Background: an optimization exercise with open tools, aiming at small area, a short achievable clock period and few clock cycles. Do not read the settings as production practice. Function was checked by simulation only, so behaviour that the tests miss may differ from the original. Power and IR drop assume default switching activity.

### flow/design.v
module vu128_codec (
    input  wire         clk,
    input  wire         rst,
    input  wire         req_valid,
    output wire         req_ready,
    input  wire [7:0]   req_op,
    input  wire [127:0] req_a,
    input  wire [15:0]  req_off,
    input  wire [15:0]  req_len,
    output reg          rsp_valid,
    output reg  [2:0]   rsp_status,
    output wire         rsp_trunc,
    output wire [127:0] rsp_r,
    output reg  [4:0]   rsp_n,
    output reg          mem_valid,
    output reg          mem_we,
    output reg  [15:0]  mem_addr,
    output reg  [7:0]   mem_wdata,
    input  wire         mem_ready,
    input  wire [7:0]   mem_rdata
);
    localparam [2:0] ST_OK       = 3'd0,
                     ST_CAPACITY = 3'd1,
                     ST_SHORT    = 3'd2,
                     ST_WIDTH    = 3'd3,
                     ST_ILLEGAL  = 3'd4;
    assign rsp_trunc = 1'b0;
    reg         rdy;                     
    reg         s_prep, s_enc, s_dec0, s_decn, s_map, s_clr;
    reg [2:0]   pst;         
    reg [127:0] R;
    reg [16:0]  room;        
    reg [2:0]   wc_q;
    reg         fid, fze, fzd, fb32, fb64;
    reg         sgn_q;       
    reg [4:0]   cnt;         
    reg [4:0]   nlen;        
    reg [1:0]   wsel;        
    reg         dlg;         
    reg [8:0]   rem;         
    reg         tw;          
    assign req_ready = rdy;
    assign rsp_r     = R;
    wire [1:0] r_cls = req_op[7:6];
    wire [2:0] r_wc  = req_op[2:0];
    wire       r_w23 = (r_wc == 3'd2) || (r_wc == 3'd3);
    wire       r_legal = ~req_op[5] & (r_wc <= 3'd4) &
                         ((r_cls == 2'b00 || r_cls == 2'b01) ? ~req_op[4] :
                          (r_cls == 2'b10)                   ? (~req_op[4] & r_w23) :
                                                               (~req_op[4] | r_w23));
    wire       r_raw = (r_cls == 2'b11);
    wire       r_dec = req_op[3];
    wire [4:0] r_wth = {r_wc == 3'd4, r_wc >= 3'd3, r_wc >= 3'd2, r_wc >= 3'd1, 1'b1};
    reg        r_sgn;
    always @(*) begin
        case (r_wc)
            3'd0:    r_sgn = req_a[7];
            3'd1:    r_sgn = req_a[15];
            3'd2:    r_sgn = req_a[31];
            3'd3:    r_sgn = req_a[63];
            default: r_sgn = req_a[127];
        endcase
    end
    wire r_br = req_op[7] & (~req_op[6] | req_op[4]);
    wire r_ze = req_op[6] & ~req_op[4] & ~r_dec;
    wire r_zd = req_op[6] & ~req_op[4] &  r_dec;
    wire r_id = (r_cls == 2'b00);
    wire [127:0] Q   = s_map ? R : req_a;
    wire         mid  = s_map ? fid  : r_id;
    wire         mze  = s_map ? fze  : r_ze;
    wire         mzd  = s_map ? fzd  : r_zd;
    wire         mb32 = s_map ? fb32 : (r_br & (r_wc == 3'd2));
    wire         mb64 = s_map ? fb64 : (r_br & (r_wc != 3'd2));
    wire [4:0]   wth  = {wc_q == 3'd4, wc_q >= 3'd3, wc_q >= 3'd2, wc_q >= 3'd1, 1'b1};
    wire [4:0]   mwth = s_map ? wth  : r_wth;
    wire [127:0] wm = {{64{mwth[4]}}, {32{mwth[3]}}, {16{mwth[2]}}, {8{mwth[1]}}, {8{mwth[0]}}};
    wire         x  = (mze & r_sgn) | (mzd & Q[0]);
    reg  [127:0] mapv;
    integer i;
    always @(*) begin
        for (i = 0; i < 128; i = i + 1) begin
            mapv[i] = mid & Q[i];
            if (i > 0)   mapv[i] = mapv[i] | (mze & Q[i-1]);
            if (i < 127) mapv[i] = mapv[i] | (mzd & Q[i+1] & wm[i+1]);
            if (i < 32)  mapv[i] = mapv[i] | (mb32 & Q[31-i]);
            if (i < 64)  mapv[i] = mapv[i] | (mb64 & Q[63-i]);
            mapv[i] = (mapv[i] ^ x) & wm[i];
        end
    end
    reg [15:1] pnz;          
    reg        pb7, pb14, pb21, pb28;
    reg        pcap;         
    reg        pk;
    reg [4:0]  r_maxlen;
    always @(*) begin
        case (r_wc)
            3'd0:    r_maxlen = 5'd2;
            3'd1:    r_maxlen = 5'd3;
            3'd2:    r_maxlen = 5'd5;
            3'd3:    r_maxlen = 5'd9;
            default: r_maxlen = 5'd17;
        endcase
    end
    wire [16:0] r_room = {1'b0, req_len} - {1'b0, req_off};
    integer k;
    always @(posedge clk) begin
        if (!s_map) begin
            for (k = 1; k < 16; k = k + 1) pnz[k] <= |mapv[8*k +: 8];
            pb7  <= mapv[7];
            pb14 <= |mapv[15:14];
            pb21 <= |mapv[23:21];
            pb28 <= |mapv[31:28];
            pcap <= r_room[16] || (r_room[15:0] < {11'd0, r_maxlen});
        end
    end
    always @(posedge clk) begin
        if (rst) pk <= 1'b0;
        else if (!s_map) pk <= req_valid & ~rdy;
    end
    reg [3:0]  hi;           
    reg [4:0]  e_cntl;       
    reg [4:0]  e_nl;         
    always @(*) begin
        hi = 4'd0; e_cntl = 5'd1; e_nl = 5'd2;
        for (k = 1; k < 16; k = k + 1) if (pnz[k]) begin hi = k; e_cntl = k + 1; e_nl = k + 2; end
    end
    wire ge7  = pb7  | (|pnz[15:1]);
    wire ge14 = pb14 | (|pnz[15:2]);
    wire ge21 = pb21 | (|pnz[15:3]);
    wire ge28 = pb28 | (|pnz[15:4]);
    wire [6:0] lo7 = rdy ? mapv[6:0] : R[6:0];
    reg [7:0] e_b0;
    reg [4:0] e_cnt, e_n;
    reg [1:0] e_sel;
    always @(*) begin
        if (!ge7)       begin e_b0 = {1'b0, lo7[6:0]};    e_cnt = 5'd0; e_n = 5'd1; e_sel = 2'd0; end
        else if (!ge14) begin e_b0 = {2'b10, lo7[5:0]};   e_cnt = 5'd1; e_n = 5'd2; e_sel = 2'd3; end
        else if (!ge21) begin e_b0 = {3'b110, lo7[4:0]};  e_cnt = 5'd2; e_n = 5'd3; e_sel = 2'd2; end
        else if (!ge28) begin e_b0 = {4'b1110, lo7[3:0]}; e_cnt = 5'd3; e_n = 5'd4; e_sel = 2'd1; end
        else            begin e_b0 = {4'b1111, hi};     e_cnt = e_cntl; e_n = e_nl; e_sel = 2'd0; end
    end
    reg [4:0] maxlen;
    always @(*) begin
        case (wc_q)
            3'd0:    maxlen = 5'd2;
            3'd1:    maxlen = 5'd3;
            3'd2:    maxlen = 5'd5;
            3'd3:    maxlen = 5'd9;
            default: maxlen = 5'd17;
        endcase
    end
    wire        no_room = room[16] || (room[15:0] < {11'd0, maxlen});
    reg [7:0] e_next;
    always @(*) begin
        case (wsel)
            2'd0:    e_next = R[7:0];
            2'd1:    e_next = R[11:4];
            2'd2:    e_next = R[12:5];
            default: e_next = R[13:6];
        endcase
    end
    wire [7:0] b = mem_rdata;
    wire d_small = ~b[7];
    wire d_m2 = (b[7:6] == 2'b10);
    wire d_m3 = (b[7:5] == 3'b110);
    wire d_m4 = (b[7:4] == 4'b1110);
    wire d_lg = (b[7:4] == 4'b1111);
    reg  [4:0] d_len;
    always @(*) begin
        if (d_small)   d_len = 5'd1;
        else if (d_m2) d_len = 5'd2;
        else if (d_m3) d_len = 5'd3;
        else if (d_m4) d_len = 5'd4;
        else case (b[3:0])
            4'd0: d_len = 5'd2;   4'd1: d_len = 5'd3;   4'd2: d_len = 5'd4;   4'd3: d_len = 5'd5;
            4'd4: d_len = 5'd6;   4'd5: d_len = 5'd7;   4'd6: d_len = 5'd8;   4'd7: d_len = 5'd9;
            4'd8: d_len = 5'd10;  4'd9: d_len = 5'd11;  4'd10: d_len = 5'd12; 4'd11: d_len = 5'd13;
            4'd12: d_len = 5'd14; 4'd13: d_len = 5'd15; 4'd14: d_len = 5'd16; default: d_len = 5'd17;
        endcase
    end
    wire        rsmall = (room[15:5] == 11'd0);
    reg  [17:2] rlt;
    integer q;
    always @(*) for (q = 2; q <= 17; q = q + 1) rlt[q] = rsmall && (room[4:0] < q);
    wire d_short = ~d_small & (d_m2 ? rlt[2] : d_m3 ? rlt[3] : d_m4 ? rlt[4] : rlt[{1'b0, b[3:0]} + 5'd2]);
    reg [8:0] d_wbits;
    always @(*) begin
        case (wc_q)
            3'd0:    d_wbits = 9'd8;
            3'd1:    d_wbits = 9'd16;
            3'd2:    d_wbits = 9'd32;
            3'd3:    d_wbits = 9'd64;
            default: d_wbits = 9'd128;
        endcase
    end
    reg [7:0] twmask;
    integer t;
    always @(*) begin
        for (t = 0; t < 8; t = t + 1) twmask[t] = rem[8] || ({1'b0, t[7:0]} >= rem);
    end
    wire d_last = (cnt == 5'd1);
    wire tw_new = tw | |(b & twmask);
    reg [127:0] ins;
    integer j;
    always @(*) begin
        ins = 128'd0;
        if (s_dec0) begin
                ins = d_small ? {121'd0, b[6:0]} :
                      d_m2    ? ({122'd0, b[5:0]} << 8)  :
                      d_m3    ? ({123'd0, b[4:0]} << 16) :
                      d_m4    ? ({124'd0, b[3:0]} << 24) : 128'd0;
        end else if (s_decn) begin
            for (j = 0; j < 16; j = j + 1) ins[8*j +: 8] = {8{dlg && nlen == j + 2}} & b;
            ins = ins | ({128{!dlg && nlen == 5'd2}} & ({120'd0, b} << 6))
                      | ({128{!dlg && nlen == 5'd3}} & ({120'd0, b} << 13))
                      | ({128{!dlg && nlen == 5'd4}} & ({120'd0, b} << 20));
        end
    end
    wire xfer    = mem_valid & mem_ready;
    wire r_clr   = (rdy & ~r_legal) | s_clr | (s_enc & (cnt == 5'd0));
    wire r_shift = (s_enc | s_dec0 | s_decn) & xfer;
    wire [127:0] r_sh = ((R >> 8) & {128{~s_dec0}}) | ins;
    always @(posedge clk) begin
        if (r_clr)
            R <= 128'd0;
        else if (rdy | s_map)
            R <= mapv;
        else if (r_shift)
            R <= r_sh;
    end
    always @(posedge clk) begin
        if (rst) begin
            rdy <= 1'b1;
            s_prep <= 1'b0; s_enc <= 1'b0; s_dec0 <= 1'b0; s_decn <= 1'b0;
            s_map <= 1'b0; s_clr <= 1'b0;
            rsp_valid <= 1'b0;
            mem_valid <= 1'b0;
        end else begin
            rsp_valid <= 1'b0;
            rsp_status <= s_clr ? pst : (rdy && !r_legal) ? ST_ILLEGAL : ST_OK;
            rsp_n <= s_dec0 ? 5'd1 : (rdy || (s_clr && pst != ST_WIDTH)) ? 5'd0 : nlen;
            if (rdy && req_valid) begin
                rdy <= 1'b0;
                pst <= ST_OK;
                if (!r_legal || r_raw) begin
                    rdy <= 1'b1;
                    rsp_valid <= 1'b1;
                end else if (!r_dec) begin
                    if (!pk) begin
                        s_prep <= 1'b1;
                    end else if (pcap) begin
                        s_clr <= 1'b1; pst <= ST_CAPACITY;
                    end else begin
                        s_enc <= 1'b1;
                        mem_valid <= 1'b1;
                    end
                end else if (req_off >= req_len) begin
                    s_clr <= 1'b1; pst <= ST_SHORT;
                end else begin
                    s_dec0 <= 1'b1;
                    mem_valid <= 1'b1;
                end
            end
            if (s_map | s_clr) begin
                s_map <= 1'b0; s_clr <= 1'b0;
                rdy <= 1'b1;
                rsp_valid <= 1'b1;
            end
            if (s_prep) begin
                s_prep <= 1'b0;
                if (no_room) begin
                    s_clr <= 1'b1; pst <= ST_CAPACITY;
                end else begin
                    s_enc <= 1'b1;
                    mem_valid <= 1'b1;
                end
            end
            if (s_enc && mem_ready && cnt == 5'd0) begin
                s_enc <= 1'b0;
                mem_valid <= 1'b0;
                rdy <= 1'b1;
                rsp_valid <= 1'b1;
            end
            if (s_dec0 && mem_ready) begin
                s_dec0 <= 1'b0;
                if (d_short) begin
                    mem_valid <= 1'b0;
                    s_clr <= 1'b1; pst <= ST_SHORT;
                end else if (d_small) begin
                    mem_valid <= 1'b0;
                    if (!fid) begin
                        s_map <= 1'b1;
                    end else begin
                        rdy <= 1'b1;
                        rsp_valid <= 1'b1;
                    end
                end else begin
                    s_decn <= 1'b1;
                end
            end
            if (s_decn && mem_ready && d_last) begin
                s_decn <= 1'b0;
                mem_valid <= 1'b0;
                if (tw_new) begin
                    s_clr <= 1'b1; pst <= ST_WIDTH;
                end else if (!fid) begin
                    s_map <= 1'b1;
                end else begin
                    rdy <= 1'b1;
                    rsp_valid <= 1'b1;
                end
            end
        end
    end
    always @(posedge clk) begin
        if (rdy) begin
            room     <= {1'b0, req_len} - {1'b0, req_off};
            wc_q     <= r_wc;
            fid      <= r_id;
            fze      <= r_ze;
            fzd      <= r_zd;
            fb32     <= r_br & (r_wc == 3'd2);
            fb64     <= r_br & (r_wc != 3'd2);
            sgn_q    <= r_sgn;
            mem_we   <= ~r_dec;
        end
        if (rdy)
            mem_addr <= req_off;
        else if (mem_valid & mem_ready)
            mem_addr <= mem_addr + 16'd1;
        if (s_prep | (rdy & pk)) begin
            mem_wdata <= e_b0;
            nlen      <= (s_prep ? no_room : pcap) ? 5'd0 : e_n;
            cnt       <= e_cnt;
            wsel      <= e_sel;
        end
        if (s_enc && mem_ready) begin
            mem_wdata <= e_next;
            cnt       <= cnt - 5'd1;
        end
        if (s_dec0 && mem_ready) begin
            nlen     <= d_short ? 5'd0 : d_len;
            cnt      <= d_len - 5'd1;
            dlg      <= d_lg;
            rem      <= d_wbits - (d_m2 ? 9'd6 : d_m3 ? 9'd5 : d_m4 ? 9'd4 : 9'd0);
            tw       <= 1'b0;
        end
        if (s_decn && mem_ready) begin
            rem      <= rem - 9'd8;
            tw       <= tw_new;
            cnt      <= cnt - 5'd1;
        end
    end
endmodule
### flow/run.sh
#!/bin/bash
# synth_recipe.tcl (not shown) runs the flow's synth.tcl, then flattens the netlist and writes it again
# the make line also repeats each setting of config.mk as NAME=value (left out here)
make -C /OpenROAD-flow-scripts/flow DESIGN_CONFIG=/design/flow/config.mk WORK_HOME=/design/flow/orfs CLKGATE_MAP_FILE= SYNTH_SCRIPT=/design/flow/synth_recipe.tcl finish
### flow/config.mk
export PLATFORM = sky130hd
export DESIGN_NAME = vu128_codec
export DESIGN_NICKNAME = vu128_codec
export VERILOG_FILES = /design/flow/design.v
export SDC_FILE = /design/flow/constraint.sdc
export NUM_CORES = 4
export LEC_CHECK = 0
export ABC_CLOCK_PERIOD_IN_PS = 3500
export CAP_MARGIN = 20
export CORE_MARGIN = 2
export CORE_UTILIZATION = 40
export PLACE_DENSITY = 0.6
export SETUP_SLACK_MARGIN = 4.4
export SLEW_MARGIN = 20
### flow/constraint.sdc
create_clock -name core_clock -period 8.0 [get_ports {clk}]
set_input_delay 1.6000 -clock core_clock [delete_from_list [all_inputs] [get_ports {clk}]]
set_output_delay 1.6000 -clock core_clock [all_outputs]
set_load 0.01 [all_outputs]
==> results of run 1 <==
through the flow:
stage / cells / worst slack [ns] / area (um^2) / utilization / hold slack (ns)
after global placement: 3272 / 2.22 / 23800 / 0.489 / 0.483
after floorplan: 2436 / 3.88 / 20200 / - / 0.469
after CTS: 3377 / 4.05 / 26200 / 0.537 / 0.505
final: 3467 / 4.12 / 27800 / 0.571 / 0.513
after detailed placement: 3272 / 2.10 / 23800 / 0.489 / 0.496
after global routing: 3466 / 4.06 / 27800 / 0.571 / 0.544
placed cells by master (no fill, tap or decap), types with 11 or more instances in the layout:
cell type,instances
a211oi_1,33
a21oi_1,224
a21oi_2,15
a221oi_1,27
a222oi_1,75
a31oi_1,21
a41oi_1,12
and2_1,19
and3_1,11
buf_12,21
buf_4,104
buf_6,22
clkbuf_16,37
clkdlybuf4s50_1,306
dfxtp_1,136
dlymetal6s2s_1,14
edfxtp_1,104
ha_1,16
ha_4,14
inv_1,51
mux2_2,82
mux2i_1,45
mux2i_2,16
nand2_1,104
nand2b_1,11
nand3_1,44
nand4_1,11
nor2_1,290
nor2b_1,12
nor3_1,121
o21ai_0,125
o221ai_1,12
o22ai_1,121
o31ai_1,18
or3_1,11
xnor2_1,57
xnor2_2,57
xnor2_4,11
xor2_1,19
registers in the layout, indices dropped and copies added (netlist names), 2 cells and up:
| register | cells |
|---|---|
| R | 128 |
| cnt | 5 |
| mem_addr | 16 |
| mem_wdata | 8 |
| nlen | 5 |
| pnz | 15 |
| pst | 3 |
| rem | 9 |
| room | 17 |
| rsp_n | 5 |
| rsp_status | 3 |
| wc_q | 3 |
| wsel | 2 |
worst min path at each step:
| stage | startpoint | end | slack, ns | cells after the start |
|---|---|---|---|---|
| 4_1_cts | s_prep | s_prep | 0.50 | 1 |
| 2_1_floorplan | s_enc | s_enc | 0.47 | 2 |
| 5_1_grt | s_prep | s_prep | 0.54 | 1 |
| 3_3_place_gp | s_prep | s_prep | 0.48 | 1 |
| 6_report | s_prep | s_prep | 0.51 | 1 |
| 3_5_place_dp | s_prep | s_prep | 0.50 | 1 |
per-layer routing:
metal,GRT usage,wire length (um),up-vias
li1,-,-,10100
met1,0.503,40500,11300
met2,0.575,44700,1734
met3,0.0647,11200,342
met4,0.155,5790,4
met5,0,25,-
power by group through the flow:
stage,combinational [W],sequential (W),clock (W)
6_report,0.00139,0.00157,0.00143
2_1_floorplan,0.000694,0.00152,0
5_1_grt,0.00146,0.00157,0.00148
3_5_place_dp,0.00113,0.00158,0
3_3_place_gp,0.00112,0.00158,0
4_1_cts,0.00124,0.00156,0.00144
worst max-delay path, cell delays in order:
cell and delay [ns]:
buf_6 0.10, inv_4 0.04, ha_4 0.12, inv_2 0.04, fa_2 0.38, a211oi_4 0.26, nor2_1 0.09, xor2_1 0.22
ha_1 0.29, a221oi_2 0.25, o2111ai_1 0.16, or4_4 0.53, o41ai_4 0.22
logic make-up (layout without fill, tap and decap cells):
| kind of cell | after synthesis | in the layout |
|---|---|---|
| xor gates and xnor gates | 145 | 145 |
| muxes | 162 | 162 |
| DFF | 242 | 242 |
| adders and majority gates | 33 | 33 |
| buffers and inverters | 270 | 620 |
| and+or+nand+nor | 734 | 743 |
| AOI/OAI and AO/OA | 849 | 854 |
| other | 1 | 4 |
what timing repair did:
| action | 4_1_cts | 5_1_grt |
|---|---|---|
| pin swaps | 35 | 81 |
| resized for setup | 232 | 208 |
| endpoints found under the setup margin | 169 | 108 |
| gates cloned | 11 | 13 |
| setup buffers | 38 | 74 |
final cells by class:
cell class,count,area [um^2]
clock inverter,18,155
tap,664,831
clock buffer,38,853
inverter,63,243
timing repair buffer,501,5170
antenna,3,7.51
fill,4469,20900
sequential,242,5890
multi-input combinational,1938,14700
==> impl_metrics.tcl, run 1 <==
set metrics [dict create \
    cap_viol_max_count 0 \
    seq_power_share 0.358 \
    syn_nets 2649 \
    r2r_cells 8 \
    worstMarginPinSlew_ns 1.26 \
    htreeDepth 1 \
    die_area_um2 50900 \
    peakVddDrop_uv 159 \
    synth_cell_types 82 \
    cellPowerDensity_nw_per_um2 158 \
    synth.area.mux_share 0.0935 \
    path_clk_slew_ns 0.07 \
    max_freq_ghz 0.258 \
    yosys.area.top_type "edfxtp_1" \
    grt_pass1_vias 21300 \
    grt_setup_unrepaired "yes" \
    max_slew_margin 0.157 \
    vias 23500 \
    ctsHoldBuffers 0 \
    fin_nets 2989 \
    synth_top_family_by_area "compound AO/OA/AOI/OAI gates" \
    total_power_w 0.00439 \
    r2r-end "pnz[8]" \
    wl_per_cell_um 29.5 \
    die_x_um 226 \
    clockBufferDepth 3 \
    synthTopCellsByCount "298 x nor2_1, 244 x a21oi_1, 149 x clkbuf_1, 138 x dfxtp_1, 131 x o21ai_0" \
    cts_made_buffers 30 \
    arrival_ns 4.28 \
    syn_inst 2436 \
    synth_seq_cells 242 \
    hold_viol 0 \
    dp_hpwl_um 69300 \
    finalMaxSlewViolations 0 \
    grt_overflow_total 0 \
    syn-cell-area_um2 19700 \
    grt_pass1_wl_um 142000 \
    synth-compound-area-share 0.289 \
    yosysMostFrequentCell "nor2_1" \
    synth_xor_area_frac 0.0646 \
    gp_congestion 1.01 \
    p_int_w 0.00286 \
    port_buffers 343 \
    grt_usage 0.369 \
    avgSynthCellArea_um2 8.07 \
    die_height_um 226 \
    drc 0 \
    switching_share 0.347 \
    async_reset_ff_frac 0 \
    first_pass_iters 13 \
    cp-endpoint "pcap" \
    synth_ff_type "dfxtp_1" \
    r2r_start "fid" \
    antenna_found_initial 5 \
    critPathRequiredTime_ns 8.41 \
    synth_edf_count 104 \
    synthTopCellsByArea "edfxtp_1 16%, dfxtp_1 14%, a21oi_1 6.2%" \
    status "no timing/DRC/antenna violations" \
    cp-start-kind "primary input" \
    fp.coreArea_um2 48700 \
    yosys.area_share.simple 0.175 \
    worstPathMaxFanout 2 \
    drtIter0Drc 4024 \
    switching_power_w 0.00152 \
    endpoint_kind "register" \
    fin_worst_skew_ns 0.0191 \
    leakage_nw 9.82 \
    hold_class "register to register" \
    ios 345 \
    r2r_setup_slack_ns 4.48 \
    p_comb_frac 0.316 \
    synth_top_area_share 0.159 \
    cts_tree "built" \
    ant_nets 0 \
    grt_max_degree 79 \
    vias_per_cell 6.77 \
    start_util 0.403 \
    clock-root-buffer "clkbuf_16" \
    clock_sinks 242 \
    fin_crit_ns 3.88 \
    finalWirelength_um 102000 \
    drive_gt1_frac 0.210 \
    clkPwrFrac 0.326 \
    setup_viol 0 \
    ys_seq_area_frac 0.299 \
    synth_warnings 1 \
    fin_setup_tns_ns 0 \
    critPathKind "primary input to register" \
    synthAdderAreaFrac 0.0214 \
    area_growth_pct 41.7 \
    clk_latency_ns 0.60 \
    placementRows 81 \
    crit_start "req_len[0]" \
    final.period_utilization 0.485 \
]
Testbench counts, summed over its fixed seeds: cycles 28,309.
==> run 2, diff against run 1 <==
--- a/flow/design.v
+++ b/flow/design.v
@@ -104,11 +104,37 @@
     wire [16:0] r_room = {1'b0, req_len} - {1'b0, req_off};
     integer k;
+    wire [127:0] ra = req_a;
+    reg  [15:0]  nzA;        
+    reg  [15:1]  nzZ;        
+    reg  [15:1]  f_nz;
+    reg          f7, f14, f21, f28;
+    wire [4:0]   rb = r_wth;
+    integer kk;
+    always @(*) begin
+        for (kk = 0; kk < 16; kk = kk + 1) nzA[kk] = |ra[8*kk +: 8];
+        for (kk = 1; kk < 16; kk = kk + 1)
+            nzZ[kk] = r_sgn ? ~&ra[8*kk-1 +: 8] : |ra[8*kk-1 +: 8];
+        for (kk = 1; kk < 16; kk = kk + 1) begin
+            f_nz[kk] = (r_id & nzA[kk]) | (r_ze & nzZ[kk]);
+            if (kk < 4) f_nz[kk] = f_nz[kk] | (r_br & (r_wc == 3'd2) & nzA[3-kk]);
+            if (kk < 8) f_nz[kk] = f_nz[kk] | (r_br & (r_wc != 3'd2) & nzA[7-kk]);
+            f_nz[kk] = f_nz[kk] & rb[(kk >= 8) ? 4 : (kk >= 4) ? 3 : (kk >= 2) ? 2 : 1];
+        end
+        f7  = (r_id & ra[7]) | (r_ze & (ra[6] ^ r_sgn)) |
+              (r_br & (r_wc == 3'd2) & ra[24]) | (r_br & (r_wc != 3'd2) & ra[56]);
+        f14 = ((r_id & |ra[15:14]) | (r_ze & |(ra[14:13] ^ {2{r_sgn}})) |
+               (r_br & (r_wc == 3'd2) & |ra[17:16]) | (r_br & (r_wc != 3'd2) & |ra[49:48])) & rb[1];
+        f21 = ((r_id & |ra[23:21]) | (r_ze & |(ra[22:20] ^ {3{r_sgn}})) |
+               (r_br & (r_wc == 3'd2) & |ra[10:8]) | (r_br & (r_wc != 3'd2) & |ra[42:40])) & rb[2];
+        f28 = ((r_id & |ra[31:28]) | (r_ze & |(ra[30:27] ^ {4{r_sgn}})) |
+               (r_br & (r_wc == 3'd2) & |ra[3:0]) | (r_br & (r_wc != 3'd2) & |ra[35:32])) & rb[2];
+    end
     always @(posedge clk) begin
         if (!s_map) begin
-            for (k = 1; k < 16; k = k + 1) pnz[k] <= |mapv[8*k +: 8];
-            pb7  <= mapv[7];
-            pb14 <= |mapv[15:14];
-            pb21 <= |mapv[23:21];
-            pb28 <= |mapv[31:28];
+            pnz  <= f_nz;
+            pb7  <= f7;
+            pb14 <= f14;
+            pb21 <= f21;
+            pb28 <= f28;
             pcap <= r_room[16] || (r_room[15:0] < {11'd0, r_maxlen});
         end
==> flow/flow/run.sh (new file) <==
#!/bin/bash
# The standard layout (standard.sh, its synthesis unchanged), with the
# ports buffered by plain buffers instead of the delay cells buffer_ports
# picks by default. make's output, which holds every tool's output, goes to
# standard_flow.log; ORFS keeps each step's own log under orfs/logs/.
set -euo pipefail
bash standard.sh 'BUFFER_PORTS_ARGS=-buffer_cell sky130_fd_sc_hd__buf_1' finish > standard_flow.log 2>&1
==> flow/standard.sh (new file) <==
#!/bin/bash
# synth_recipe.tcl (not shown) runs the flow's synth.tcl, then flattens the netlist and writes it again
# the make line also repeats each setting of config.mk as NAME=value (left out here)
make -C /OpenROAD-flow-scripts/flow DESIGN_CONFIG=/design/flow/config.mk WORK_HOME=/design/flow/orfs CLKGATE_MAP_FILE= SYNTH_SCRIPT=/design/flow/synth_recipe.tcl "${@:-finish}"
removed: flow/run.sh
==> run 2 against run 1 <==
Effect of this change:
- critical path depth is 1 higher
- flip-flop and latch count is the same
- non-clock buffer count decreased by 96
- highest routed layer unchanged
- setup slack worse by 0.19 ns
- via count fell by 1.4%
- largest cell class unchanged
- cell count down 1.4%
- register-to-register slack got worse by 0.07 ns
- clock skew is 0.0032 ns higher
==> impl_metrics.tcl, run 2 <==
set metrics [dict create \
    r2r_cells 7 \
    r2r_start "s_map" \
    ys_seq_area_frac 0.294 \
    drc 0 \
    ant_nets 0 \
    ctsHoldBuffers 0 \
    p_comb_frac 0.263 \
    crit_path_max_incr_delay_ns 0.44 \
    yosysMostFrequentCell "nor2_1" \
    htreeDepth 1 \
    grt_usage 0.348 \
    grt_pass1_wl_um 139000 \
    syn-cell-area_um2 20000 \
    final_cell_mix "335 x buf_1, 290 x nor2_1, 212 x o21ai_0, 178 x a21oi_1, 136 x dfxtp_1" \
    layout_commonest_cell "buf_1" \
    largest_reg_flops 128 \
    dp_hpwl_um 66900 \
    antenna_found_initial 5 \
    worstHoldStart "pk" \
    max_freq_ghz 0.246 \
    placed_cells 3328 \
    synth_warnings 1 \
    switching_power_w 0.00142 \
    min_to "s_prep" \
    peakVddDrop_uv 153 \
    hold_class "register to register" \
    synth_ff_type "dfxtp_1" \
    drtIter0Drc 3794 \
    synthTopCellsByCount "294 x nor2_1, 214 x o21ai_0, 183 x a21oi_1, 138 x clkbuf_1, 138 x dfxtp_1" \
    endpoint_kind "register" \
    finalMaxSlewViolations 0 \
    worstPathCellList "buf_12, inv_12, ha_4, inv_2, fa_2, a21o_1, a21oi_2, xnor2_2, ha_4, a21oi_2, o21ai_1, or3_1, or4_4, o41ai_4" \
    avgSynthCellArea_um2 8.10 \
    die_height_um 228 \
    final.period_utilization 0.508 \
    placementRows 82 \
    finalWirelength_um 97500 \
    fp.coreArea_um2 49800 \
    grt_max_degree 116 \
    cts_made_buffers 31 \
    status "no timing/DRC/antenna violations" \
    first_pass_iters 9 \
    fin_setup_tns_ns 0 \
    worstMarginPinSlew_ns 1.14 \
    die_x_um 228 \
    area_growth_pct 17.0 \
    cp-start-kind "primary input" \
    critPathRequiredTime_ns 8.36 \
    setup_viol 0 \
    ios 345 \
    syn_nets 2687 \
    clk_latency_ns 0.59 \
    async_reset_ff_frac 0 \
    leakage_nw 7.74 \
    gp_congestion 1.03 \
    fin_ws_ns 3.94 \
    fin_nets 2933 \
    fin_hold_ws_ns 0.512 \
    worstPathMaxFanout 2 \
    arrival_ns 4.43 \
    yosys.area.top_type "edfxtp_1" \
    grt_overflow_total 0 \
    clock_sinks 242 \
    grt_pass1_vias 20800 \
    start_util 0.403 \
    vias 23100 \
    cts_tree "built" \
    fin_cells 3419 \
    critPathKind "primary input to register" \
    path_clk_slew_ns 0.06 \
    total_power_w 0.00410 \
    cap_viol_max_count 0 \
    r2r_setup_slack_ns 4.41 \
    wl_per_cell_um 28.5 \
    synth_top_area_share 0.156 \
    fin_crit_ns 4.06 \
    synth_edf_count 104 \
    die_area_um2 51900 \
    largest_registers "R (128), room (17), mem_addr (16)" \
    clockBufferDepth 3 \
    clkPwrFrac 0.365 \
    fin_worst_skew_ns 0.0223 \
    cellPowerDensity_nw_per_um2 175 \
    vias_per_cell 6.77 \
    p_int_w 0.00268 \
    max_flop_register "R" \
    syn_inst 2474 \
    r2r-end "mem_wdata[6]" \
    slowest_stage "or4_4" \
    hold_depth 1 \
    hold_viol 0 \
    clock-root-buffer "clkbuf_16" \
    drive_gt1_frac 0.106 \
    grt_setup_unrepaired "yes" \
    synth_seq_cells 242 \
    synthTopCellsByArea "edfxtp_1 16%, dfxtp_1 14%, nor2_1 5.5%" \
    pre_cts_slack_ns 2.65 \
    port_buffers 343 \
    seq_power_share 0.373 \
    synth_cell_types 96 \
    max_slew_margin 0.240 \
    switching_share 0.346 \
]
run 2: metrics by stage:
| stage | util | cell area [um^2] |
|---|---|---|
| 3_3_place_gp | 0.435 | 21600 |
| 4_1_cts | 0.464 | 23100 |
| 6_report | 0.471 | 23400 |
| 2_1_floorplan | - | 20100 |
| 3_5_place_dp | 0.435 | 21600 |
| 5_1_grt | 0.471 | 23400 |
run 2: cell families after synthesis:
logic type                 count (synthesis)  share of synthesized area
and+or+nand+nor                          748                      0.174
muxes                                    153                     0.0876
adders and majority gates                 33                     0.0210
buffers and inverters                    259                     0.0573
xor gates and xnor gates                 166                     0.0726
other                                      1                   0.000187
DFF                                      242                      0.294
AOI/OAI and AO/OA                        872                      0.293
run 2: what timing repair did:
item | 4_1_cts | 5_1_grt
resized for setup | 47 | 30
pin swaps | 13 | 10
setup endpoints to repair | 141 | 139
gates cloned | 5 | 5
buffers inserted | 11 | 9
run 2: per-layer routing:
layer,share of wire,wire length (um),vias up,GRT usage
li1,-,-,10000,-
met1,0.40,38500,11100,0.471
met2,0.43,41900,1730,0.534
met3,0.12,11600,348,0.0769
met4,0.055,5390,4,0.145
met5,0.00027,26,-,0
run 2: critical path, delay by kind of cell:
| family | cells | cell delay (ns) |
|---|---|---|
| xor+xnor | 1 | 0.21 |
| fa+ha+maj | 3 | 0.78 |
| buf+inv | 3 | 0.19 |
| simple gates | 2 | 0.77 |
| compound gates | 5 | 0.87 |
run 2: power by group through the flow:
stage          Combinational (W)  Clock (W)  Sequential [W]
3_5_place_dp            0.000974          0         0.00154
2_1_floorplan           0.000639          0         0.00151
6_report                 0.00108    0.00149         0.00153
4_1_cts                  0.00102    0.00149         0.00152
3_3_place_gp            0.000967          0         0.00154
5_1_grt                  0.00114    0.00154         0.00153
run 2: worst max path at each step:
stage / start / to / slack [ns] / cells past startpoint
floorplan: req_len[0] / pcap / 3.81 / 13
global placement: req_len[0] / pcap / 2.72 / 14
detailed placement: req_op[1] / R[120] / 2.65 / 10
CTS: req_len[0] / pcap / 3.76 / 14
global route: req_len[0] / pcap / 3.88 / 14
finish: req_len[0] / pcap / 3.94 / 14
run 2: area by class of cell:
class,instances,area [um^2]
Fill cell,4970,26300
Multi-Input combinational cell,1976,13300
Tap cell,672,841
Sequential cell,242,5890
Clock buffer,40,830
Inverter,64,256
Antenna cell,3,7.51
Timing Repair Buffer,405,2110
Clock inverter,17,213
Testbench counts of run 2, summed over its fixed seeds: cycles 28,309.
==> run 3, diff against run 2 <==
--- a/flow/design.v
+++ b/flow/design.v
@@ -30,5 +30,6 @@
     reg [2:0]   pst;         
     reg [127:0] R;
-    reg [16:0]  room;        
+    reg [5:0]   room;        
+    reg         rneg;        
     reg [2:0]   wc_q;
     reg         fid, fze, fzd, fb32, fb64;
@@ -102,5 +103,24 @@
         endcase
     end
-    wire [16:0] r_room = {1'b0, req_len} - {1'b0, req_off};
+    wire [10:0] r_lh = req_len[15:5];
+    wire [10:0] r_oh = req_off[15:5];
+    wire [5:0]  r_ld = {1'b0, req_len[4:0]} - {1'b0, req_off[4:0]};    
+    wire        r_heq = (r_lh == r_oh);
+    wire        r_hp1 = (r_lh == r_oh + 11'd1);
+    wire        r_neg = (r_lh < r_oh) || (r_heq && r_ld[5]);
+    wire [5:0]  r_sat = r_neg ? 6'd0 :
+                        r_heq ? r_ld :
+                        r_hp1 ? {~r_ld[5], r_ld[4:0]} : 6'd63;
+    wire        r_empty = (r_lh < r_oh) || (r_heq && (req_len[4:0] <= req_off[4:0]));    
+    reg  [4:0]  r_ceq, r_chp;
+    integer w;
+    always @(*) begin
+        for (w = 0; w < 5; w = w + 1) begin
+            r_ceq[w] = ({2'b00, req_len[4:0]} < {2'b00, req_off[4:0]} + ((w == 0) ? 7'd2 : (w == 1) ? 7'd3 : (w == 2) ? 7'd5 : (w == 3) ? 7'd9 : 7'd17));
+            r_chp[w] = ({2'b01, req_len[4:0]} < {2'b00, req_off[4:0]} + ((w == 0) ? 7'd2 : (w == 1) ? 7'd3 : (w == 2) ? 7'd5 : (w == 3) ? 7'd9 : 7'd17));
+        end
+    end
+    wire [2:0]  r_wi = (r_wc > 3'd4) ? 3'd4 : r_wc;
+    wire        r_cap = (r_lh < r_oh) || (r_heq && r_ceq[r_wi]) || (r_hp1 && r_chp[r_wi]);
     integer k;
     wire [127:0] ra = req_a;
@@ -137,5 +157,5 @@
             pb21 <= f21;
             pb28 <= f28;
-            pcap <= r_room[16] || (r_room[15:0] < {11'd0, r_maxlen});
+            pcap <= r_cap;
         end
     end
@@ -176,5 +196,5 @@
         endcase
     end
-    wire        no_room = room[16] || (room[15:0] < {11'd0, maxlen});
+    wire        no_room = rneg || (room < {1'b0, maxlen});
     reg [7:0] e_next;
     always @(*) begin
@@ -205,8 +225,7 @@
         endcase
     end
-    wire        rsmall = (room[15:5] == 11'd0);
     reg  [17:2] rlt;
     integer q;
-    always @(*) for (q = 2; q <= 17; q = q + 1) rlt[q] = rsmall && (room[4:0] < q);
+    always @(*) for (q = 2; q <= 17; q = q + 1) rlt[q] = (room < q);
     wire d_short = ~d_small & (d_m2 ? rlt[2] : d_m3 ? rlt[3] : d_m4 ? rlt[4] : rlt[{1'b0, b[3:0]} + 5'd2]);
     reg [8:0] d_wbits;
@@ -281,5 +300,5 @@
                         mem_valid <= 1'b1;
                     end
-                end else if (req_off >= req_len) begin
+                end else if (r_empty) begin
                     s_clr <= 1'b1; pst <= ST_SHORT;
                 end else begin
@@ -341,5 +360,6 @@
     always @(posedge clk) begin
         if (rdy) begin
-            room     <= {1'b0, req_len} - {1'b0, req_off};
+            room     <= r_sat;
+            rneg     <= r_neg;
             wc_q     <= r_wc;
             fid      <= r_id;
==> run 3 against run 2 <==
Effect of this change:
- cell count increased by 0.44%
- clock skew up 0.013 ns
- count of clock-buffer cells in the layout grew 5
- setup slack better by 0.40 ns
- area after synthesis up 2.2%
- final area grew 0.27%
- critical path type unchanged
- largest power group is now the clock network
==> impl_metrics.tcl, run 3 <==
set metrics [dict create \
    die_x_um 230 \
    hold_viol 0 \
    fin_cells 3434 \
    synthTopCellsByCount "250 x nor2_1, 202 x o21ai_0, 179 x a21oi_1, 148 x nand2_1, 138 x dfxtp_1" \
    synth_seq_cells 232 \
    ys_seq_area_frac 0.273 \
    fp.coreArea_um2 50400 \
    grt_pass1_vias 21600 \
    crit_family "simple AND/OR/NAND/NOR gates" \
    leakage_nw 7.61 \
    fin_worst_skew_ns 0.0350 \
    finalWirelength_um 96900 \
    arrival_ns 3.93 \
    clock_sinks 232 \
    cellPowerDensity_nw_per_um2 161 \
    async_reset_ff_frac 0 \
    cp_num_buf_inv 2 \
    synth_ff_type "dfxtp_1" \
    synth_warnings 1 \
    fin_hold_ws_ns 0.558 \
    vias 23300 \
    fin_crit_ns 3.66 \
    clockBufferDepth 3 \
    cts_tree "built" \
    die_height_um 230 \
    htreeDepth 1 \
    wl_per_cell_um 28.2 \
    cp-start-kind "primary input" \
    fin_setup_tns_ns 0 \
    dp_hpwl_um 69000 \
    antenna_found_initial 1 \
    syn_inst 2525 \
    path_clk_slew_ns 0.06 \
    drc 0 \
    syn-cell-area_um2 20500 \
    fin_ws_ns 4.34 \
    ios 345 \
    grt_overflow_total 0 \
    die_area_um2 53000 \
    seqCellArea_um2 5590 \
    max_slew_margin 0.175 \
    clk_latency_ns 0.60 \
    worstPathCellList "buf_2, or3b_1, nor3_4, mux2i_2, buf_4, o22ai_1, a211oi_2, xnor2_1, o221ai_2" \
    max_flop_register "R" \
    max_freq_ghz 0.273 \
    clock-root-buffer "clkbuf_16" \
    hold_class "register to register" \
    syn_nets 2759 \
    cts_made_buffers 30 \
    worstMarginPinSlew_ns 1.24 \
    largest_reg_flops 128 \
    drtIter0Drc 3691 \
    area_growth_pct 14.8 \
    synth_edf_count 94 \
    ant_nets 0 \
    fill_cells 4971 \
    grt_usage 0.344 \
    first_pass_iters 11 \
    finalMaxSlewViolations 0 \
    vias_per_cell 6.80 \
    final_cell_mix "331 x buf_1, 247 x nor2_1, 200 x o21ai_0, 178 x a21oi_1, 143 x nand2_1" \
    final.period_utilization 0.458 \
    placed_cells 3359 \
    fin_nets 2971 \
    largest_registers "R (128), mem_addr (16), pnz (15)" \
    port_buffers 343 \
    slowest_stage "or3b_1" \
    synthTopCellsByArea "edfxtp_1 14%, dfxtp_1 14%, mux2_2 5.3%" \
    yosys.area.top_type "edfxtp_1" \
    setup_viol 0 \
    critPathKind "primary input to register" \
    critPathRequiredTime_ns 8.27 \
    synth_top_area_share 0.138 \
    multi_input_area_um2 13900 \
    grt_pass1_wl_um 141000 \
    grt_setup_unrepaired "yes" \
    layout_commonest_cell "buf_1" \
    placementRows 82 \
    grt_max_degree 118 \
    crit_path_max_incr_delay_ns 0.47 \
    peakVddDrop_uv 111 \
    start_util 0.406 \
    status "no timing/DRC/antenna violations" \
    pre_cts_slack_ns 2.34 \
    drive_gt1_frac 0.105 \
    endpoint_kind "register" \
    avgSynthCellArea_um2 8.10 \
    worstPathMaxFanout 18 \
    gp_congestion 0.979 \
    cap_viol_max_count 0 \
    yosysMostFrequentCell "nor2_1" \
    synth_cell_types 97 \
    total_power_w 0.00378 \
]
==> run 3: cell type report <==
class / count / area share
timing repair buffer: 389 / 0.0784
clock buffer: 45 / 0.0391
multi-input combinational: 2005 / 0.590
clock inverter: 11 / 0.00586
sequential: 232 / 0.238
tap: 672 / 0.0358
inverter: 79 / 0.0131
antenna: 1 / 0.000106
==> run 3: worst min-delay path, stage by stage, from the launching register on <==
cell and delay (ns):
dfxtp_1 0.34, o21ai_1 0.13, nor2_1 0.04
==> run 3: routing by layer <==
metal	GRT usage	wire length (um)
met5	0	13
met3	0.0641	10400
met4	0.167	5530
met2	0.532	42500
met1	0.461	38500
==> run 3: repair_timing <==
item / in CTS / in global routing
gates cloned: 2 / 3
hold buffers: 0 / 0
gates resized for setup: 48 / 32
setup buffers: 9 / 4
endpoints found under the setup margin: 136 / 113
pin swaps: 6 / 6
==> run 3: path summary, 6_finish.rpt <==
| check | start | cells past startpoint | slack (ns) | endpoint |
|---|---|---|---|---|
| worst max-delay path | req_op[2] | 9 | 4.34 | mem_wdata[3] |
| worst min-delay path | R[89] | 2 | 0.56 | R[89] |
| worst max register to register | s_map | 6 | 4.49 | R[11] |
| worst min register to register | R[89] | 2 | 0.56 | R[89] |
==> run 3: cell families (layout without fill, tap and decap cells) <==
| group | after synthesis | after routing | share of synthesized area |
|---|---|---|---|
| adders and majority gates | 56 | 56 | 0.0347 |
| AOI/OAI and AO/OA | 931 | 931 | 0.306 |
| xor gates and xnor gates | 129 | 129 | 0.0552 |
| muxes | 195 | 195 | 0.107 |
| other | 1 | 2 | 0.000183 |
| and+or+nand+nor | 692 | 693 | 0.161 |
| DFF | 232 | 232 | 0.273 |
| buffers and inverters | 289 | 524 | 0.0636 |
==> run 3: through the flow <==
| stage | utilization | instance area (um^2) |
|---|---|---|
| after floorplan | - | 20500 |
| after global placement | 0.435 | 21900 |
| after detailed placement | 0.435 | 21900 |
| after CTS | 0.462 | 23300 |
| after global routing | 0.466 | 23500 |
| final | 0.467 | 23500 |
==> run 3: power by group <==
group / internal [W] / leakage [nW] / switching [W]
registers: 0.00129 / 2.08 / 0.0000968
logic: 0.000344 / 5.02 / 0.000579
clock network: 0.000886 / 0.516 / 0.000582
total: 0.00252 / 7.61 / 0.00126
Testbench counts of run 3, summed over its fixed seeds: cycles 28,309.
==> run 4, diff against run 3 <==
--- a/flow/config.mk
+++ b/flow/config.mk
@@ -9,6 +9,6 @@
 export CAP_MARGIN = 20
 export CORE_MARGIN = 2
-export CORE_UTILIZATION = 40
-export PLACE_DENSITY = 0.6
+export CORE_UTILIZATION = 50
+export PLACE_DENSITY = 0.7
 export SETUP_SLACK_MARGIN = 4.4
 export SLEW_MARGIN = 20
==> run 4 against run 3 <==
Effect of this change:
- still clean on timing, DRC and antenna
- register-to-register slack got worse by 0.08 ns
- via count up 1.6%
- total power down 4.0%
- non-clock buffer count rose by 1
- fmax rose by 1.6%
- count of clock-buffer cells in the layout fell by 7
- cell count decreased by 4.1%
- global-route usage increased by 5.9 points
- synthesized cell count did not move
- clock power down 9.5%
- critical path type unchanged
==> impl_metrics.tcl, run 4 <==
set metrics [dict create \
    critPathRequiredTime_ns 8.37 \
    finalWirelength_um 90700 \
    synth_edf_count 94 \
    syn_inst 2525 \
    worstPathMaxFanout 85 \
    worstMarginPinSlew_ns 1.06 \
    synth_warnings 1 \
    grt_pass1_vias 21100 \
    cellPowerDensity_nw_per_um2 156 \
    hold_class "register to register" \
    start_util 0.503 \
    async_reset_ff_frac 0 \
    placed_cells 3221 \
    synth_ff_type "dfxtp_1" \
    multi_input_area_um2 13900 \
    antenna_found_initial 1 \
    first_pass_iters 17 \
    leakage_nw 7.58 \
    cts_tree "built" \
    drc 0 \
    fin_cells 3294 \
    grt_setup_unrepaired "yes" \
    r2r-end "mem_wdata[0]" \
    critPathKind "primary input to register" \
    r2r_setup_slack_ns 4.41 \
    fp.coreArea_um2 40600 \
    fill_cells 3837 \
    fin_hold_ws_ns 0.553 \
    setup_viol 0 \
    port_buffers 343 \
    dp_hpwl_um 63300 \
    hold_viol 0 \
    clk_latency_ns 0.62 \
    max_freq_ghz 0.277 \
    drt-met1-wl_um 35300 \
    grt_pass1_wl_um 131000 \
    total_power_w 0.00363 \
    die_area_um2 42600 \
    clock_sinks 232 \
    final_cell_mix "333 x buf_1, 248 x nor2_1, 199 x o21ai_0, 178 x a21oi_1, 143 x nand2_1" \
    yosys.area.top_type "edfxtp_1" \
    synth_cell_types 97 \
    largest_registers "R (128), mem_addr (16), pnz (15)" \
    gp_congestion 1.02 \
    fin_crit_ns 3.61 \
    layout_commonest_cell "buf_1" \
    synth_top_area_share 0.138 \
    max_flop_register "R" \
    endpoint_kind "register" \
    dr_wl_met2_um 37400 \
    cp-endpoint "mem_wdata[0]" \
    synthTopCellsByArea "edfxtp_1 14%, dfxtp_1 14%, mux2_2 5.3%" \
    fin_ws_ns 4.39 \
    cts_made_buffers 28 \
    vias 23700 \
    final.period_utilization 0.451 \
    max_slew_margin 0.290 \
    area_growth_pct 13.5 \
    largest_reg_flops 128 \
    fin_worst_skew_ns 0.0345 \
    avgSynthCellArea_um2 8.10 \
    r2r_start "s_map" \
    finalMaxSlewViolations 0 \
    clock-root-buffer "clkbuf_16" \
    grt_usage 0.403 \
    drtIter0Drc 3750 \
    cap_viol_max_count 0 \
    peakVddDrop_uv 206 \
    fin_nets 2972 \
    ys_seq_area_frac 0.273 \
    drive_gt1_frac 0.104 \
    die_height_um 206 \
    wl_per_cell_um 27.5 \
    ant_nets 0 \
    placementRows 74 \
    crit_start "req_op[6]" \
    vias_per_cell 7.20 \
    status "no timing/DRC/antenna violations" \
    highest_layer "met4" \
    arrival_ns 3.98 \
    syn-cell-area_um2 20500 \
    clockBufferDepth 3 \
    grt_overflow_total 0 \
    cp-start-kind "primary input" \
    synthTopCellsByCount "250 x nor2_1, 202 x o21ai_0, 179 x a21oi_1, 148 x nand2_1, 138 x dfxtp_1" \
    htreeDepth 1 \
    path_clk_slew_ns 0.07 \
    yosysMostFrequentCell "nor2_1" \
    pre_cts_slack_ns 2.46 \
    r2r_cells 9 \
    grt_max_degree 86 \
    ios 345 \
    met3WireLength_um 13000 \
    die_x_um 206 \
    synth_seq_cells 232 \
    seqCellArea_um2 5590 \
    syn_nets 2759 \
    fin_setup_tns_ns 0 \
]
-- run 4: cell types whose count changed in the layout (fill, tap and decap cells not counted), moves of 3 or more --
cell | before | now
nor3_2 | 3 | 6
clkbuf_1 | 6 | 3
clkinv_2 | 6 | 9
buf_2 | 8 | 5
-- run 4: logic make-up after synthesis --
kind of cell,synth area share
AND/OR/NAND/NOR,0.161
flip-flops,0.273
XOR/XNOR,0.0552
buffers and inverters,0.0636
other,0.000183
adder cells (fa/ha/maj),0.0347
AO/OA/AOI/OAI,0.306
multiplexers,0.107
-- run 4: metrics by stage --
| stage | cell area [um^2] | util |
|---|---|---|
| 6_report | 23200 | 0.571 |
| 5_1_grt | 23200 | 0.571 |
| 4_1_cts | 22900 | 0.564 |
| 3_5_place_dp | 21700 | 0.535 |
| 3_3_place_gp | 21700 | 0.535 |
| 2_1_floorplan | 20500 | - |
-- run 4: area by class of cell --
cell class | instances | area share
multi-input cells | 2007 | 0.597
flip-flops and latches | 232 | 0.241
repair buffers | 390 | 0.0803
clock buffers | 38 | 0.0353
well taps | 532 | 0.0287
inverters | 79 | 0.0130
clock inverters | 14 | 0.00523
diodes | 2 | 0.000216
-- run 4: worst min path at each step --
stage            from     end  slack [ns]  cells after the start
2_1_floorplan     fid   s_map        0.50                      1
3_3_place_gp   R[117]  R[117]        0.54                      2
3_5_place_dp    R[79]   R[79]        0.54                      2
4_1_cts        R[113]  R[113]        0.55                      2
5_1_grt        R[113]  R[113]        0.58                      2
6_report        R[79]   R[79]        0.55                      2
-- run 4: power by group --
| part | switching (W) | leakage (nW) | internal, W | total [W] |
|---|---|---|---|---|
| registers | 0.0000887 | 2.08 | 0.00129 | 0.00138 |
| logic | 0.000573 | 5.05 | 0.000342 | 0.000915 |
| clock network | 0.000582 | 0.462 | 0.000750 | 0.00133 |
| total | 0.00124 | 7.58 | 0.00238 | 0.00363 |
-- run 4: layer usage --
layer / up-vias / global-route usage
met5: - / 0
met4: 0 / 0.184
met3: 317 / 0.121
met2: 1943 / 0.585
met1: 11200 / 0.547
li1: 10200 / -
-- run 4: repair_timing --
| item | CTS | global route |
|---|---|---|
| hold buffers | 0 | 0 |
| setup endpoints to repair | 137 | 104 |
| buffers inserted | 6 | 5 |
| resized for setup | 33 | 37 |
| pin swaps | 5 | 4 |
| cloned | 4 | 4 |
-- run 4: critical path, stage by stage --
cell       delay, ns
buf_2           0.18
nor3_2          0.06
buf_4           0.21
or2_2           0.42
buf_12          0.25
o2bb2ai_1       0.18
a221o_1         0.35
xnor2_2         0.28
a211oi_1        0.16
a211o_1         0.27

==> separate check: timing with driven ports <==
The flow's constraints put no driver on any port. The routed layouts listed below were extracted and timed again, unchanged, in two steps.
Step 1 assumes that a clkbuf_16 drives the clock port and a buf_2 every other input.
Step 2 moves the port delays by t, midway between the first and last clock arrival at a register: inputs arrive t later, outputs are due t later. That takes back most of the time a late clock gives input paths.
a / b / c = ideal / step 1 / step 2; a / b = the first two.
run	shift t [ns]	slack for setup (ns)	worst setup path at the end
run 1	0.653	4.124 / 4.130 / 3.477	input to register
run 2	0.642	3.936 / 3.946 / 3.304	input to register
run 3	0.647	4.337 / 4.379 / 3.731	input to register
run 4	0.663	4.395 / 4.396 / 3.733	input to register
After both steps setup and hold are still met in every run listed. The setup slack of run 4, which loses most, moves by +0.001 ns with the drivers and by -0.662 ns with both steps.
